What follows belongs to an exercise in optimizing a design on an open flow for small area; a production flow would make more cautious choices. In this exercise RTL edits were held to simulation tests only and were not proved equivalent to the original. No activity file was given, so power comes from the tool's default toggle rates.

==> flow/design.v (outline; a module is shown in full before it is edited, if it fits) <==
// module display_font_rom: 3861 lines
module display_font_rom(clk, rst, tick, in_valid, in_data, in_ready, rsp_valid, rsp_data, load, din, sclk);
  // ...
==> flow/flow/run.sh <==
#!/bin/bash
set -euo pipefail
export BUFFER_PORTS_ARGS="-buffer_cell sky130_fd_sc_hd__buf_1"
export CTS_ARGS="-sink_clustering_enable -repair_clock_nets -sink_clustering_size 6 -sink_clustering_max_diameter 25 -buf_list sky130_fd_sc_hd__clkbuf_2 -dont_use_dummy_load"
bash standard.sh > standard.log 2>&1
==> flow/standard.sh <==
#!/bin/bash
# synth_recipe.tcl (not shown) runs the flow's synth.tcl, then flattens the netlist and writes it again
# the make line also repeats each setting of config.mk as NAME=value (left out here)
make -C /OpenROAD-flow-scripts/flow DESIGN_CONFIG=/design/flow/config.mk WORK_HOME=/design/flow/orfs CLKGATE_MAP_FILE= SYNTH_SCRIPT=/design/flow/synth_recipe.tcl "${@:-finish}"
==> flow/config.mk <==
export PLATFORM = sky130hd
export DESIGN_NAME = display_font_rom
export DESIGN_NICKNAME = display_font_rom
export VERILOG_FILES = /design/flow/design.v
export SDC_FILE = /design/flow/constraint.sdc
export NUM_CORES = 4
export LEC_CHECK = 0
export ABC_AREA = 1
export CAP_MARGIN = 20
export CORE_MARGIN = 2
export CORE_UTILIZATION = 60
export CTS_BUF_LIST = sky130_fd_sc_hd__clkbuf_8
export CTS_CLUSTER_DIAMETER = 50
export CTS_CLUSTER_SIZE = 21
export PLACE_DENSITY = 0.7
export SLEW_MARGIN = 20
==> flow/constraint.sdc <==
create_clock -name core_clock -period 10.0 [get_ports {clk}]
set_input_delay 2.0000 -clock core_clock [delete_from_list [all_inputs] [get_ports {clk}]]
set_output_delay 2.0000 -clock core_clock [all_outputs]
set_load 0.01 [all_outputs]
==> results.toml, run 1 <==
[global_route]
grt_antenna_before_repair = 1
gr-usage-met1 = 0.380
grt_max_degree = 71

[logic_synthesis]
synth_area_leaders = "dfxtp_1 53%, nand2_1 5.8%, edfxtp_1 5.7%, ha_1 5.0%, inv_1 4.6%"
synthSimpleGateAreaFrac = 0.145
yosys-top-cells-count = "409 x dfxtp_1, 236 x nand2_1, 188 x inv_1"
synth_area_leader_cell = "dfxtp_1"
yosysMostFrequentCell = "dfxtp_1"
synth_top_family_by_area = "simple AND/OR/NAND/NOR gates"
synth_area_um2 = 15400

[detailed_routing]
wl_um = 36800
drc = 0
firstDrtPassIters = 6
via_count = 11600

[placement]
io_buffers = 55

[finish]
final_cell_area_um2 = 16300
largest_registers = "tring (224), pring (105)"
multi_input_area_share = 0.327
nFillCells = 2139
area.sequential_um2 = 9060
sh_seq_area = 0.555

[outcome]
status = "timing/DRC/antenna clean"

[worst_setup_path]
reg2reg_slack_ns = 6.18
critical_path_arrival_ns = 3.37
cp.depth = 10
critical_path.endpoint = "din"
r2r_end = "cycles_left[2]"
reg2reg_from = "text_len[0]"
critPathMaxStageDelay_ns = 0.58

[die]
die_w_um = 164
initial_core_util = 0.610
taps = 330
die_h_um = 164

[timing]
setup_viol = 0
max_freq_mhz = 186
post-route-period-util = 0.537
fin_hold_ws_ns = 0.162
worst_slack_ns = 4.63

[clocking]
clock-sinks = 438
cts_made_buffers = 98
clockRootBuffer = "clkbuf_2"
path_clk_slew_ns = 0.10

[pwr]
p_comb_frac = 0.161

[min_path]
whs_path_depth = 0
==> run 2, diff against run 1 <==
==> flow/flow/run.sh (replaced) <==
#!/bin/bash
set -euo pipefail
export BUFFER_PORTS_ARGS="-buffer_cell sky130_fd_sc_hd__buf_1"
export CTS_ARGS="-sink_clustering_enable -repair_clock_nets -sink_clustering_size 21 -sink_clustering_max_diameter 50 -buf_list sky130_fd_sc_hd__clkbuf_8 -dont_use_dummy_load"
bash standard.sh > standard.log 2>&1
==> results.toml, run 2 <==
[worst_setup_path]
crit_fanout = 7
worstSetupEndpointType = "primary output"
crit_path_start_kind = "primary input"
reg2reg_from = "text_len[0]"
critical_path.startpoint = "in_data[3]"
crit_type = "in -> out"
worstPathRequired_ns = 8.00
critical_path_arrival_ns = 3.25

[logic_synthesis]
synth_area_leader_cell = "dfxtp_1"
synth_area_um2 = 15400
yosysMostFrequentCell = "dfxtp_1"
synth_top_flop_cell = "dfxtp_1"
ys_warn_count = 1
syn_avg_cell_area_um2 = 9.48
synth_area_leaders = "dfxtp_1 53%, nand2_1 5.8%, edfxtp_1 5.7%, ha_1 5.0%, inv_1 4.6%"
async_flop_share = 0
synth_seq_area_share = 0.590
yosys-top-cells-count = "409 x dfxtp_1, 236 x nand2_1, 188 x inv_1"
synthDominantCellAreaShare = 0.533
ys_ff_latch = 438
synth_cell_types = 59
synth_edf_count = 29
synth_cells = 1620

[global_route]
grt_antenna_before_repair = 0
grt_pass1_wl_um = 55600
grt_max_degree = 71
grt_usage = 0.269
grt_pass1_vias = 10300
grt.overflow.total = 0

[finish]
antennaDiodeCount = 0
regMostFlops = "tring"
num-nets-final = 1791
layout_commonest_cell = "dfxtp_1"
multi_input_area_um2 = 5330
nFillCells = 2082
largest_registers = "tring (224), pring (105)"
area.sequential_um2 = 9060
area_delta_synth_final_pct = 6.03
drive_above_1_share = 0.0469
largest_reg_flops = 224
final_cell_mix = "409 x dfxtp_1, 236 x nand2_1, 188 x inv_1, 146 x nor2_1, 101 x o21ai_0"

[timing]
finalMaxSlewViolations = 0
fin_setup_tns_ns = 0
maxSlewHeadroom = 0.439
max_slew.worst_pin.slew_ns = 0.842
rsz0062_at_grt = "false"
worst_slack_ns = 4.75
fin_crit_ns = 5.25
fin_hold_ws_ns = 0.280
hold_viol_final = 0
setup_viol = 0
max_freq_mhz = 191
skew_ns = 0.0859
post-route-period-util = 0.525

[clocking]
htree_levels = 2
clockRootBuffer = "clkbuf_8"
cts_hold_buf = 0
clockBufferDepth = 3
clock-sinks = 438
clock_latency_ns = 0.56
cts_made_buffers = 34
ctsResizeCount = 0
post_cts.repair.setup_buffers = 0
path_clk_slew_ns = 0.11
cts_tree = "done"

[pwr]
vdd_drop_max_mv = 0.188
p_leak_nw = 6.81
p_per_area_nw_per_um2 = 215

[die]
die_h_um = 164
coreArea_um2 = 25200
die_w_um = 164
ios = 73
fp-row-count = 58
dieArea_um2 = 26900
initial_core_util = 0.610

[outcome]
status = "timing/DRC/antenna clean"

[detailed_routing]
antenna_left = 0
drc = 0
drt_iter0_markers = 1015
via_per_inst = 5.60
wl_um = 36200
firstDrtPassIters = 9
wl_per_cell_um = 18.0
via_count = 11300

[placement]
place_ws_ns = 4.80
post-dp-hpwl_um = 26700
io_buffers = 55
gp_congestion = 0.955

[min_path]
worstHoldStart = "tring[8]"
hold_path_class = "reg -> reg"

[job]
maxCapViolCount = 0
run 2: area by class of cell:
cell class	instances	share of cell area
Multi-Input combinational cell	947	0.327
Timing Repair Buffer	60	0.0151
Inverter	205	0.0474
Clock buffer	34	0.0287
Tap cell	330	0.0253
Sequential cell	438	0.556
run 2: per-stage QoR:
| step | cells | area (µm²) | total power, mW | utilization |
|---|---|---|---|---|
| global placement | 1980 | 15800 | 2.72 | 0.628 |
| detailed placement | 1980 | 15800 | 2.73 | 0.628 |
| global route | 2014 | 16300 | 3.68 | 0.647 |
| floorplan | 1636 | 15400 | 2.52 | - |
| finish | 2014 | 16300 | 3.51 | 0.647 |
| CTS | 2014 | 16300 | 3.52 | 0.647 |
run 2: final timing paths:
check / endpoint / cells after the start / slack, ns
worst max-delay path: in_ready / 8 / 4.75
worst min-delay path: tring[15] / 0 / 0.28
worst max register to register: cycles_left[1] / 15 / 6.25
worst min register to register: tring[15] / 0 / 0.28
run 2: kinds of logic (layout without fill, tap and decap cells):
| family | after synthesis | count (layout) | share of synthesized area |
|---|---|---|---|
| DFF | 438 | 438 | 0.590 |
| buffers and inverters | 251 | 299 | 0.0673 |
| other | 1 | 17 | 0.000244 |
| AOI/OAI and AO/OA | 324 | 324 | 0.128 |
| adders and majority gates | 69 | 69 | 0.0596 |
| xor gates and xnor gates | 15 | 15 | 0.00855 |
| and+or+nand+nor | 520 | 520 | 0.145 |
| muxes | 2 | 2 | 0.00130 |
run 2: critical path: stages:
cell and delay, ns:
buf_1 0.40, nor2_1 0.13, o21ai_1 0.19, nor2_1 0.08, nand2_1 0.08, nand3_2 0.09
nand2_2 0.11, buf_1 0.17
run 2: layer usage:
metal / global-route usage / routed length, µm / vias to the layer above
li1: - / - / 5480
met5: 0 / 0 / -
met1: 0.386 / 16500 / 5213
met3: 0.0409 / 2850 / 76
met4: 0.0865 / 1110 / 0
met2: 0.418 / 15800 / 519
run 2: where the power goes:
part | switching, mW | total (mW) | leakage (nW) | internal [mW]
combinational | 0.379 | 0.564 | 2.95 | 0.185
sequential | 0.134 | 2.14 | 3.62 | 2.00
clock | 0.497 | 0.804 | 0.244 | 0.306
==> run 3, diff against run 2 <==
==> flow/flow/run.sh (replaced) <==
#!/bin/bash
set -euo pipefail
export BUFFER_PORTS_ARGS="-buffer_cell sky130_fd_sc_hd__buf_1"
export CTS_ARGS="-sink_clustering_enable -repair_clock_nets -sink_clustering_size 10 -sink_clustering_max_diameter 35 -buf_list sky130_fd_sc_hd__clkbuf_4 -dont_use_dummy_load"
bash standard.sh > standard.log 2>&1
==> results.toml, run 3 <==
[outcome]
status = "timing/DRC/antenna clean"

[worst_setup_path]
path_delay_family = "buffers and inverters"
critPathMaxStageDelay_ns = 0.30
worstPathRequired_ns = 8.00
r2r_end = "cycles_left[2]"
cp_common_cell = "nand2_1"
crit_type = "in -> out"
cp.depth = 10
worstSetupEndpointType = "primary output"
reg2reg_from = "text_len[0]"
crit_fanout = 5
crit_buf_inv = 3
crit_slowest_cell = "buf_1"
critical_path.startpoint = "in_data[0]"
critical_path.endpoint = "in_ready"
crit_path_start_kind = "primary input"
r2r_cells = 15
worstPathCellList = "buf_1 -> inv_1 -> nand2_1 -> nand2_1 -> nor2_1 -> nand3_1 -> nand2_1 -> nand3_2 -> nand2_2 -> buf_1"
reg2reg_slack_ns = 6.15
critical_path_arrival_ns = 3.25

[placement]
gp_congestion = 0.955
io_buffers = 55
post-dp-hpwl_um = 26700
place_ws_ns = 4.80

[timing]
fin_setup_tns_ns = 0
rsz0062_at_grt = "false"
max_freq_mhz = 191
maxSlewHeadroom = 0.444
fin_crit_ns = 5.25
worst_slack_ns = 4.75
skew_ns = 0.119
finalMaxSlewViolations = 0
hold_viol_final = 0
setup_viol = 0
max_slew.worst_pin.slew_ns = 0.834
post-route-period-util = 0.525

[finish]
area_delta_synth_final_pct = 5.89
final_cell_mix = "409 x dfxtp_1, 236 x nand2_1, 188 x inv_1, 146 x nor2_1, 101 x o21ai_0"
regMostFlops = "tring"
num-nets-final = 1816
layout_commonest_cell = "dfxtp_1"
drive_above_1_share = 0.0609
largest_reg_flops = 224
largest_registers = "tring (224), pring (105)"
nFillCells = 2120

[pwr]
vdd_drop_max_mv = 0.147
p_per_area_nw_per_um2 = 214
p_leak_nw = 6.83

[clocking]
clockBufferDepth = 3
htree_levels = 2
ctsResizeCount = 0
path_clk_slew_ns = 0.09
clock_latency_ns = 0.75
clockRootBuffer = "clkbuf_4"
cts_tree = "done"
post_cts.repair.setup_buffers = 0
cts_hold_buf = 0
clock-sinks = 438
cts_made_buffers = 59

[logic_synthesis]
yosysMostFrequentCell = "dfxtp_1"
synth_area_leaders = "dfxtp_1 53%, nand2_1 5.8%, edfxtp_1 5.7%, ha_1 5.0%, inv_1 4.6%"
yosys-top-cells-count = "409 x dfxtp_1, 236 x nand2_1, 188 x inv_1"
synth_cell_types = 59
synth_area_um2 = 15400
synth_seq_area_share = 0.590
async_flop_share = 0
synth_area_leader_cell = "dfxtp_1"
synth_edf_count = 29
synth_top_flop_cell = "dfxtp_1"
ys_ff_latch = 438
ys_warn_count = 1
syn_avg_cell_area_um2 = 9.48
synthDominantCellAreaShare = 0.533
synth_cells = 1620

[global_route]
grt_pass1_vias = 10500
grt.overflow.total = 0
grt_usage = 0.272
grt_pass1_wl_um = 56300
grt_max_degree = 71
grt_antenna_before_repair = 1

[detailed_routing]
via_per_inst = 5.60
wl_um = 36700
firstDrtPassIters = 7
drt_iter0_markers = 1009
wl_per_cell_um = 18.0
antenna_left = 0
via_count = 11400
drc = 0

[die]
coreArea_um2 = 25200
dieArea_um2 = 26900
ios = 73
initial_core_util = 0.610
fp-row-count = 58
die_w_um = 164
die_h_um = 164

[min_path]
worstHoldStart = "pring[79]"
hold_path_class = "reg -> reg"

[job]
maxCapViolCount = 0
[run 3: cell types whose count changed in the layout (fill, tap and decap cells not counted), sizes merged]
cell / previous run / this run
clkbuf: 35 / 60
diode: 0 / 1
[run 3: how the worst min path moves through the flow]
| stage | to | depth (start not counted) | slack, ns |
|---|---|---|---|
| 2_1_floorplan | pring[100] | 0 | 0.31 |
| 3_3_place_gp | tring[115] | 0 | 0.31 |
| 3_5_place_dp | pring[34] | 0 | 0.31 |
| 4_1_cts | pring[84] | 0 | 0.27 |
| 5_1_grt | pring[84] | 0 | 0.27 |
| 6_report | pring[84] | 0 | 0.28 |
[run 3: cells by family (layout without fill, tap and decap cells)]
family,after synthesis,count (layout),synth area share
mux,2,2,0.00130
xor+xnor,15,15,0.00855
flops,438,438,0.590
other cells,1,18,0.000244
compound gates,324,324,0.128
fa+ha+maj,69,69,0.0596
buf+inv,251,324,0.0673
simple gates,520,520,0.145
[run 3: final cells by class]
class | instances | area (µm²) | area share
sequential | 438 | 9060 | 0.557
multi-input combinational | 947 | 5330 | 0.328
inverter | 205 | 772 | 0.0475
clock buffer | 59 | 443 | 0.0272
tap | 330 | 413 | 0.0254
timing repair buffer | 60 | 245 | 0.0151
antenna | 1 | 2.50 | 0.000154
[run 3: metrics by stage]
step	util	hold slack, ns	area [µm²]	total power [mW]	instances
floorplan	-	0.310	15400	2.52	1636
global placement	0.628	0.310	15800	2.72	1980
detailed placement	0.628	0.312	15800	2.73	1980
CTS	0.646	0.272	16300	3.50	2039
global route	0.646	0.268	16300	3.66	2040
finish	0.646	0.279	16300	3.48	2040
[run 3: layer usage]
metal	global-route usage	part of all wire	vias up
li1	-	-	5538
met1	0.385	0.45	5266
met2	0.427	0.44	529
met3	0.0462	0.084	86
met4	0.0853	0.031	0
met5	0	0	-
[run 3: power by group]
group	internal, mW	switching, mW	leakage [nW]
clock network	0.269	0.512	0.271
registers	2.00	0.134	3.62
logic	0.185	0.378	2.95
total	2.46	1.02	6.83
[run 3: worst reg2reg max path, stage by stage, from the launching register on]
cell      delay, ns
dfxtp_1        0.46
inv_1          0.08
ha_1           0.21
fa_1           0.40
fa_1           0.39
fa_1           0.37
inv_1          0.08
fa_1           0.40
inv_1          0.11
o221ai_1       0.11
a21oi_1        0.29
nand3_2        0.17
a21oi_2        0.22
nand2_1        0.14
o21bai_1       0.15
a21oi_1        0.07
==> run 4, diff against run 3 <==
--- a/flow/config.mk
+++ b/flow/config.mk
@@ -9,8 +9,8 @@
 export CAP_MARGIN = 20
 export CORE_MARGIN = 2
 export CORE_UTILIZATION = 60
-export CTS_BUF_LIST = sky130_fd_sc_hd__clkbuf_8
-export CTS_CLUSTER_DIAMETER = 50
-export CTS_CLUSTER_SIZE = 21
+export CTS_BUF_LIST = sky130_fd_sc_hd__clkbuf_4
+export CTS_CLUSTER_DIAMETER = 35
+export CTS_CLUSTER_SIZE = 10
 export PLACE_DENSITY = 0.7
 export SLEW_MARGIN = 20
==> results.toml, run 4 <==
[die]
coreArea_um2 = 25200
dieArea_um2 = 26900
ios = 73
fp-row-count = 58
die_h_um = 164
initial_core_util = 0.610
die_w_um = 164

[worst_setup_path]
critical_path_arrival_ns = 3.25
critPathMaxStageDelay_ns = 0.30
worstSetupEndpointType = "primary output"
worstPathCellList = "buf_1 -> inv_1 -> nand2_1 -> nand2_1 -> nor2_1 -> nand3_1 -> nand2_1 -> nand3_2 -> nand2_2 -> buf_1"
crit_type = "in -> out"
cp_common_cell = "nand2_1"
crit_path_start_kind = "primary input"
reg2reg_slack_ns = 6.15
r2r_cells = 15
critical_path.endpoint = "in_ready"
worstPathRequired_ns = 8.00
r2r_end = "cycles_left[2]"
critical_path.startpoint = "in_data[0]"
crit_fanout = 5
reg2reg_from = "text_len[0]"
crit_slowest_cell = "buf_1"

[finish]
layout_commonest_cell = "dfxtp_1"
fin_cells = 2040
drive_above_1_share = 0.0609
regMostFlops = "tring"
num-nets-final = 1816
largest_reg_flops = 224
largest_registers = "tring (224), pring (105)"
area_delta_synth_final_pct = 5.89
final_cell_mix = "409 x dfxtp_1, 236 x nand2_1, 188 x inv_1, 146 x nor2_1, 101 x o21ai_0"
nFillCells = 2120

[clocking]
clockBufferDepth = 3
path_clk_slew_ns = 0.09
ctsResizeCount = 0
clockRootBuffer = "clkbuf_4"
htree_levels = 2
clock-sinks = 438
post_cts.repair.setup_buffers = 0
cts_made_buffers = 59
clock_latency_ns = 0.75
cts_tree = "done"
cts_hold_buf = 0

[logic_synthesis]
synth_area_um2 = 15400
synth_cells = 1620
yosysMostFrequentCell = "dfxtp_1"
synth_seq_area_share = 0.590
synth_area_leaders = "dfxtp_1 53%, nand2_1 5.8%, edfxtp_1 5.7%, ha_1 5.0%, inv_1 4.6%"
yosys-top-cells-count = "409 x dfxtp_1, 236 x nand2_1, 188 x inv_1"
ys_warn_count = 1
synth_edf_count = 29
async_flop_share = 0
synth_top_flop_cell = "dfxtp_1"
synth_area_leader_cell = "dfxtp_1"
ys_ff_latch = 438
syn_avg_cell_area_um2 = 9.48
synth_cell_types = 59
synthDominantCellAreaShare = 0.533

[timing]
skew_ns = 0.119
maxSlewHeadroom = 0.444
post-route-period-util = 0.525
max_freq_mhz = 191
fin_setup_tns_ns = 0
rsz0062_at_grt = "false"
finalMaxSlewViolations = 0
max_slew.worst_pin.slew_ns = 0.834
hold_viol_final = 0
fin_crit_ns = 5.25
setup_viol = 0

[min_path]
worstHoldStart = "pring[79]"
hold_path_class = "reg -> reg"

[pwr]
p_leak_nw = 6.83
vdd_drop_max_mv = 0.147
p_per_area_nw_per_um2 = 214

[global_route]
grt_pass1_vias = 10500
grt_max_degree = 71
grt.overflow.total = 0
grt_pass1_wl_um = 56300
grt_antenna_before_repair = 1
grt_usage = 0.272

[job]
maxCapViolCount = 0

[detailed_routing]
antenna_left = 0
via_per_inst = 5.60
drt_iter0_markers = 1009
firstDrtPassIters = 7
wl_um = 36700
wl_per_cell_um = 18.0
drc = 0
via_count = 11400

[outcome]
status = "timing/DRC/antenna clean"

[placement]
dpl.cell_count = 1980
post-dp-hpwl_um = 26700
io_buffers = 55
gp_congestion = 0.955
-- run 4: cells by family (layout without fill, tap and decap cells) --
| kind of cell | count (synthesis) | count (layout) | share of synthesized area |
|---|---|---|---|
| simple gates | 520 | 520 | 0.145 |
| flops | 438 | 438 | 0.590 |
| compound gates | 324 | 324 | 0.128 |
| buf+inv | 251 | 324 | 0.0673 |
| fa+ha+maj | 69 | 69 | 0.0596 |
| xor+xnor | 15 | 15 | 0.00855 |
| mux | 2 | 2 | 0.00130 |
| other cells | 1 | 18 | 0.000244 |
-- run 4: how the worst min path moves through the flow --
stage                             to  depth (start not counted)
after floorplan           pring[100]                          0
after global placement    tring[115]                          0
after detailed placement   pring[34]                          0
after CTS                  pring[84]                          0
after global routing       pring[84]                          0
final                      pring[84]                          0
-- run 4: critical path: cells and delay by family --
kind	cells	cell delay, ns
and+or+nand+nor	7	0.62
buffers and inverters	3	0.63
-- run 4: cell type report --
cell class | count | area, µm² | share of cell area
antenna | 1 | 2.50 | 0.000154
clock buffer | 59 | 443 | 0.0272
inverter | 205 | 772 | 0.0475
multi-input combinational | 947 | 5330 | 0.328
sequential | 438 | 9060 | 0.557
tap | 330 | 413 | 0.0254
timing repair buffer | 60 | 245 | 0.0151
-- run 4: where the power goes --
part	total [mW]	switching, mW	internal [mW]
sequential	2.14	0.134	2.00
clock	0.781	0.512	0.269
combinational	0.563	0.378	0.185
total	3.48	1.02	2.46
-- run 4: metrics by stage --
step | util | total power, mW | setup slack [ns] | hold WS [ns] | instance area (µm²)
after detailed placement | 0.628 | 2.73 | 4.80 | 0.312 | 15800
after CTS | 0.646 | 3.50 | 4.79 | 0.272 | 16300
after global placement | 0.628 | 2.72 | 4.81 | 0.310 | 15800
after global routing | 0.646 | 3.66 | 4.54 | 0.268 | 16300
final | 0.646 | 3.48 | 4.75 | 0.279 | 16300
after floorplan | - | 2.52 | 5.35 | 0.310 | 15400
-- run 4: per-layer routing --
metal | GRT usage | vias up | part of all wire
li1 | - | 5538 | -
met2 | 0.427 | 529 | 0.44
met1 | 0.385 | 5266 | 0.45
met4 | 0.0853 | 0 | 0.031
met5 | 0 | - | 0
met3 | 0.0462 | 86 | 0.084

[static timing again, ports no longer ideal]
No port has a modelled driver above. Below, the same layouts with a new extraction and two added sets of constraints.
Step 1 (the two cells are an assumption about what drives the block):
set clk [get_ports {clk}]
set_driving_cell -lib_cell sky130_fd_sc_hd__clkbuf_16 $clk
set_driving_cell -lib_cell sky130_fd_sc_hd__buf_2 [delete_from_list [all_inputs] $clk]
Step 2 times the ports against the registers' clock, not the clock port: input delays grow and output delays shrink by t, the midpoint of the rising clock arrivals with the driver on.
Slacks: ideal / step 1 / step 2; pairs: ideal / step 1.
run	shift t [ns]	setup slack, ns	latest minus earliest clock arrival (ns)	slew at the worst register clock pin (ns)
run 1	0.887	4.627 / 4.584 / 4.723	0.208 / 0.208	0.11 / 0.11
run 2	0.564	4.752 / 4.729 / 4.729	0.087 / 0.088	0.11 / 0.11
run 3	0.736	4.754 / 4.731 / 4.731	0.118 / 0.119	0.11 / 0.11
run 4	0.736	4.754 / 4.731 / 4.731	0.118 / 0.119	0.11 / 0.11
After both steps every run listed still meets setup and hold.
